This is an optimization exercise on Yosys and OpenROAD, whose aim is small area, a short achievable clock period and few clock cycles, not a production implementation.
At most, simulation tests tie the RTL to the original design; equivalence was not proved.
Power is estimated from default activity; no workload was simulated.

Setup of main:
// ook_rx
module ook_rx (
    input  wire          clk,
    input  wire          rst,
    input  wire          c_valid,
    output wire          c_ready,
    input  wire [17:0]   c_word,
    input  wire          f_pop,
    output wire          f_avail,
    output wire [6:0]    f_len,
    output wire [47:0]   f_payload,
    input  wire [2:0]    r_num,
    output reg  [31:0]   r_data
);
    localparam integer W       = 2;
    localparam integer G       = 300;
    localparam integer THR_NUM = 1;
    localparam integer THR_DEN = 20;
    localparam integer MINGAP  = 1;
    localparam integer PERIOD  = 2;
    localparam integer NMAX    = 96;
    localparam integer LMAX    = NMAX - W + 1;    
    localparam integer P   = 8;                   
    localparam integer SW  = 17;                  
    localparam integer NBV = 57;                  
    localparam integer K0    = 3;
    localparam integer K     = 3;
    localparam integer NC    = 5;           
    localparam integer NSTEP = K0 + K * NC;       
    localparam [1:0] OP_NOP = 2'd0, OP_SAMPLE = 2'd1, OP_LAST = 2'd2, OP_END = 2'd3;
    reg              busy;
    reg  [6:0]       cnt;        
    reg  [6:0]       lw;         
    reg  [15:0]      sreg;       
    reg  [23:0]      tsum;       
    reg  [3:0]       dcyc;       
    reg  [6:0]       rr;         
    reg              aligned;
    reg  [6:0]       acnt;       
    reg              sa;         
    reg  [3:0]       ga;
    reg  [6:0]       rema;       
    reg              sb;         
    reg  [3:0]       gb;
    reg  [P-1:0]     cr;         
    reg              tail;
    reg              mkp;        
    reg              lpar;       
    reg  [6:0]       uc;         
    reg  [6:0]       nb;         
    reg  [NBV-1:0]   bv;         
    reg  [2:0]       dofs;       
    reg  [2:0]       dropn;      
    reg              fq_valid;
  ...
clock: 15.0 ns
lec_check: 0
cap_margin: 20
core_margin: 2
core_utilization: 40
cts_buf_list: sky130_fd_sc_hd__clkbuf_16
cts_cluster_diameter: 80
cts_cluster_size: 30
place_density: 0.6
slew_margin: 20
standard.sh (not shown) runs the stock make flow with config.mk's settings and CLKGATE_MAP_FILE= SYNTH_SCRIPT=/design/flow/synth_recipe.tcl, a recipe that flattens the netlist after the stock synthesis.
==> flow/flow/run.sh <==
#!/bin/bash
# Standard layout, with timing repair aimed below the clock period: repair
# works until every path has SETUP_SLACK_MARGIN of slack, and ports get
# ordinary buffers instead of the delay cells buffer_ports picks by default.
set -euo pipefail
bash standard.sh \
  SETUP_SLACK_MARGIN=8.8 \
  "BUFFER_PORTS_ARGS=-buffer_cell sky130_fd_sc_hd__buf_4" \
  finish > standard.log 2>&1
Testbench counts of main, summed over its fixed seeds: cycles 7,239.
The inputs of the feature branch differ from those of main as listed below.
- SETUP_SLACK_MARGIN newly set to 5
==> flow/run.sh (new file) <==
#!/bin/bash
# synth_recipe.tcl (not shown) runs the flow's synth.tcl, then flattens the netlist and writes it again
# the make line also repeats each setting of config.mk as NAME=value (left out here)
make -C /OpenROAD-flow-scripts/flow DESIGN_CONFIG=/design/flow/config.mk WORK_HOME=/design/flow/orfs CLKGATE_MAP_FILE= SYNTH_SCRIPT=/design/flow/synth_recipe.tcl finish
removed: flow/flow/run.sh
removed: flow/standard.sh
### Flow results
- Delta(number of logic stages on the critical path including buffering, the feature branch - main) > 0
- A slowest cell on the critical path of sky130_fd_sc_hd__a2111oi_0 is what the feature branch shows, while sky130_fd_sc_hd__a22o_1 belongs to main.
- Going from main to the feature branch, met1 routed wirelength after detailed routing fell by 1.1%; utilization of the core after routing fell by 1.0 points.
- The feature branch: final period demand of the worst path higher than main

ook_rx again, from the RTL that the note above started with.
clock: 15.0 ns
lec_check: 0
abc_area: 1
cap_margin: 20
core_margin: 2
core_utilization: 40
cts_buf_list: sky130_fd_sc_hd__clkbuf_16
cts_cluster_diameter: 80
cts_cluster_size: 30
place_density: 0.6
slew_margin: 20
==> flow/flow/run.sh <==
#!/bin/bash
# Standard layout, with timing repair aimed below the clock period: repair
# works until every path has SETUP_SLACK_MARGIN of slack, and ports get
# ordinary buffers instead of the delay cells buffer_ports picks by default.
set -euo pipefail
bash standard.sh \
  SETUP_SLACK_MARGIN=8.5 \
  "BUFFER_PORTS_ARGS=-buffer_cell sky130_fd_sc_hd__buf_4" \
  finish > standard.log 2>&1
Testbench counts at the start, summed over its fixed seeds: cycles 7,239.
==> next run, changes <==
--- a/flow/config.mk
+++ b/flow/config.mk
@@ -7,6 +7,5 @@
 export LEC_CHECK = 0
-export ABC_AREA = 1
 export CAP_MARGIN = 20
 export CORE_MARGIN = 2
-export CORE_UTILIZATION = 40
+export CORE_UTILIZATION = 60
 export CTS_BUF_LIST = sky130_fd_sc_hd__clkbuf_16
@@ -14,3 +13,3 @@
 export CTS_CLUSTER_SIZE = 30
-export PLACE_DENSITY = 0.6
+export PLACE_DENSITY = 0.8
 export SLEW_MARGIN = 20
Effect:
- global-route usage goes up by 8.4 points
- register-to-register slack gets worse by 0.37 ns
- wire length goes up by 6.6%
- area after synthesis fell by 0.97%
- setup slack improved by 0.047 ns
- power decreases by 7.2%
- clock skew is lower by 0.0045 ns
- fmax grows by 0.70%
- final cell count fell by 21%
==> next run, changes <==
--- a/flow/flow/run.sh
+++ b/flow/flow/run.sh
@@ -6,3 +6,3 @@
 bash standard.sh \
-  SETUP_SLACK_MARGIN=8.5 \
+  SETUP_SLACK_MARGIN=8.2 \
   "BUFFER_PORTS_ARGS=-buffer_cell sky130_fd_sc_hd__buf_4" \
--- a/flow/config.mk
+++ b/flow/config.mk
@@ -9,3 +9,3 @@
 export CORE_MARGIN = 2
-export CORE_UTILIZATION = 60
+export CORE_UTILIZATION = 40
 export CTS_BUF_LIST = sky130_fd_sc_hd__clkbuf_16
@@ -13,3 +13,3 @@
 export CTS_CLUSTER_SIZE = 30
-export PLACE_DENSITY = 0.8
+export PLACE_DENSITY = 0.6
 export SLEW_MARGIN = 20
Result: Non-clock buffer count fell by 10; maximum frequency hardly moves; wire length came out lower by a few percent; final cell count goes up by about a fifth.
==> next run, changes <==
--- a/flow/flow/run.sh
+++ b/flow/flow/run.sh
@@ -6,3 +6,3 @@
 bash standard.sh \
-  SETUP_SLACK_MARGIN=8.2 \
+  SETUP_SLACK_MARGIN=8.5 \
   "BUFFER_PORTS_ARGS=-buffer_cell sky130_fd_sc_hd__buf_4" \
--- a/flow/config.mk
+++ b/flow/config.mk
@@ -9,3 +9,3 @@
 export CORE_MARGIN = 2
-export CORE_UTILIZATION = 40
+export CORE_UTILIZATION = 50
 export CTS_BUF_LIST = sky130_fd_sc_hd__clkbuf_16
@@ -13,3 +13,3 @@
 export CTS_CLUSTER_SIZE = 30
-export PLACE_DENSITY = 0.6
+export PLACE_DENSITY = 0.75
 export SLEW_MARGIN = 20
Synthesized area stays the same. Maximum frequency is higher by about 0.3%. Design area barely changes. Critical path depth is unchanged. Global-route usage is higher by 3.3 points. Die area fell by about 20%. Register-to-register slack improved by 0.26 ns. Setup slack is better by 0.021 ns. Total power shrinks by about 0.8%. Sequential power hardly moves.

run 4:
ook_rx, a different RTL version from the one above (not shown whole).
Size: about 3700 cells after synthesis, roughly 1800 flip-flops, about 110 I/O pins, roughly 66000 µm² of cells after synthesis.
==> flow/design.v (excerpt) <==
module ook_rx (
    input  wire          clk,
    input  wire          rst,
    input  wire          c_valid,
    output wire          c_ready,
    input  wire [17:0]   c_word,
    input  wire          f_pop,
    output wire          f_avail,
    output wire [6:0]    f_len,
    output wire [47:0]   f_payload,
    input  wire [2:0]    r_num,
    output reg  [31:0]   r_data
);
export LEC_CHECK = 0
export CAP_MARGIN = 20
export CORE_MARGIN = 2
export CORE_UTILIZATION = 40
export CTS_BUF_LIST = sky130_fd_sc_hd__clkbuf_4 sky130_fd_sc_hd__clkbuf_8
export PLACE_DENSITY = 0.6
export SLEW_MARGIN = 20
create_clock -name core_clock -period 15.0 [get_ports {clk}]
==> flow/flow/run.sh <==
#!/bin/bash
# Standard layout, with timing repair aimed below the clock period: repair
# works until every path has SETUP_SLACK_MARGIN of slack, and ports get
# ordinary buffers instead of the delay cells buffer_ports picks by default.
set -euo pipefail
bash standard.sh \
  SETUP_SLACK_MARGIN=8.2 \
  "BUFFER_PORTS_ARGS=-buffer_cell sky130_fd_sc_hd__buf_4" \
  finish > standard.log 2>&1
Run 4 | stages: all done | timing, DRC, antenna: all pass
Setup changes, run 4 to run 2
# run 4
export LEC_CHECK = 0
export CAP_MARGIN = 20
export CORE_MARGIN = 2
export CORE_UTILIZATION = 40
export CTS_BUF_LIST = sky130_fd_sc_hd__clkbuf_4 sky130_fd_sc_hd__clkbuf_8
export PLACE_DENSITY = 0.6
export SLEW_MARGIN = 20
create_clock -name core_clock -period 15.0 [get_ports {clk}]
# run 2
export LEC_CHECK = 0
export CAP_MARGIN = 20
export CORE_MARGIN = 2
export CORE_UTILIZATION = 40
export PLACE_DENSITY = 0.6
export SLEW_MARGIN = 20
create_clock -name core_clock -period 15.0 [get_ports {clk}]
Notes after the runs:
- No run among run 2 and run 4 stopped early or left any final violation; all are clean.
- Of run 2 and run 4, run 2 shows the higher clock tree cell share of total cell area, with run 4 below it.
- Re worst hold margin: run 2 and run 4 aren't equal, and the lower value belongs to run 4.
- Measured against each other, run 2 and run 4 differ in fraction of standard cell area that is sequential, the lower figure coming from run 2.
- Higher clock-buffer cell count goes to run 4 over run 2.
No functional check of the RTL was part of any run of this note.

Another version of the RTL of ook_rx (not shown whole).
For scale: ~1800 flip-flops, about 110 I/O pins, roughly 66000 sq um of cells after synthesis.
==> flow/config.mk <==
export PLATFORM = sky130hd
export DESIGN_NAME = ook_rx
export DESIGN_NICKNAME = ook_rx
export VERILOG_FILES = /design/flow/design.v
export SDC_FILE = /design/flow/constraint.sdc
export NUM_CORES = 4
export LEC_CHECK = 0
export CAP_MARGIN = 20
export CORE_MARGIN = 2
export CORE_UTILIZATION = 45
export PLACE_DENSITY = 0.65
export SLEW_MARGIN = 20
==> flow/constraint.sdc <==
create_clock -name core_clock -period 15.0 [get_ports {clk}]
set_input_delay 3.0000 -clock core_clock [delete_from_list [all_inputs] [get_ports {clk}]]
set_output_delay 3.0000 -clock core_clock [all_outputs]
set_load 0.01 [all_outputs]
Scripts as last shown in full above: flow/flow/run.sh
Testbench counts at the start, summed over its fixed seeds: cycles 7,239.
Edit:
CORE_UTILIZATION = 40   (was 45)
CTS_BUF_LIST = sky130_fd_sc_hd__clkbuf_16   (was not set)
CTS_CLUSTER_DIAMETER = 80   (was not set)
CTS_CLUSTER_SIZE = 30   (was not set)
PLACE_DENSITY = 0.6   (was 0.65)
Outcome: The changed run finished clean. Power falls by 15%. Routed wire length barely changes. Die area rises by 12%. Sequential share of layout area rises by 2.7 points.

what the ideal ports hide:
The results above use ideal ports. As a check the final layouts listed here were re-extracted and re-timed, cells and wires unchanged. Step 1 assumes that a clkbuf_16 drives the clock port and a buf_2 every other input. Step 2, shift: input delay + t, output delay - t, t = (earliest + latest rising clock arrival at the registers) / 2. This alone moves slack from input paths to output paths. Three values: ideal ports, drivers, drivers and shift; two values: the first two.
| run | shift t [ns] | setup slack, ns | latest minus earliest clock arrival (ns) | worst data-port slew with drivers (ns) |
|---|---|---|---|---|
| main | 0.770 | 8.271 / 8.220 / 7.668 | 0.041 / 0.041 | 0.19 |
| the feature branch | 0.768 | 5.845 / 5.890 / 5.121 | 0.036 / 0.035 | 0.09 |
| the first run of note 2 | 0.776 | 8.195 / 8.149 / 7.888 | 0.040 / 0.039 | 0.27 |
| the second run of note 2 | 0.730 | 8.243 / 8.157 / 7.550 | 0.039 / 0.039 | 0.14 |
| the third run of note 2 | 0.776 | 8.260 / 8.227 / 7.561 | 0.033 / 0.033 | 0.14 |
| the fourth run of note 2 | 0.734 | 8.281 / 8.187 / 7.724 | 0.056 / 0.057 | 0.14 |
| run 4 | 1.012 | 8.269 / 8.238 / 7.501 | 0.081 / 0.081 | 0.24 |
| run 2 | 0.858 | 8.268 / 8.237 / 7.683 | 0.057 / 0.056 | 0.24 |
| the first run of note 4 | 0.849 | 8.189 / 8.166 / 7.511 | 0.038 / 0.038 | 0.11 |
| the second run of note 4 | 0.782 | 8.189 / 8.160 / 7.648 | 0.035 / 0.035 | 0.14 |
After both steps setup and hold are still met in every run listed. The setup slack of run 4, which loses most, moves by -0.031 ns with the drivers and by -0.768 ns with both steps.
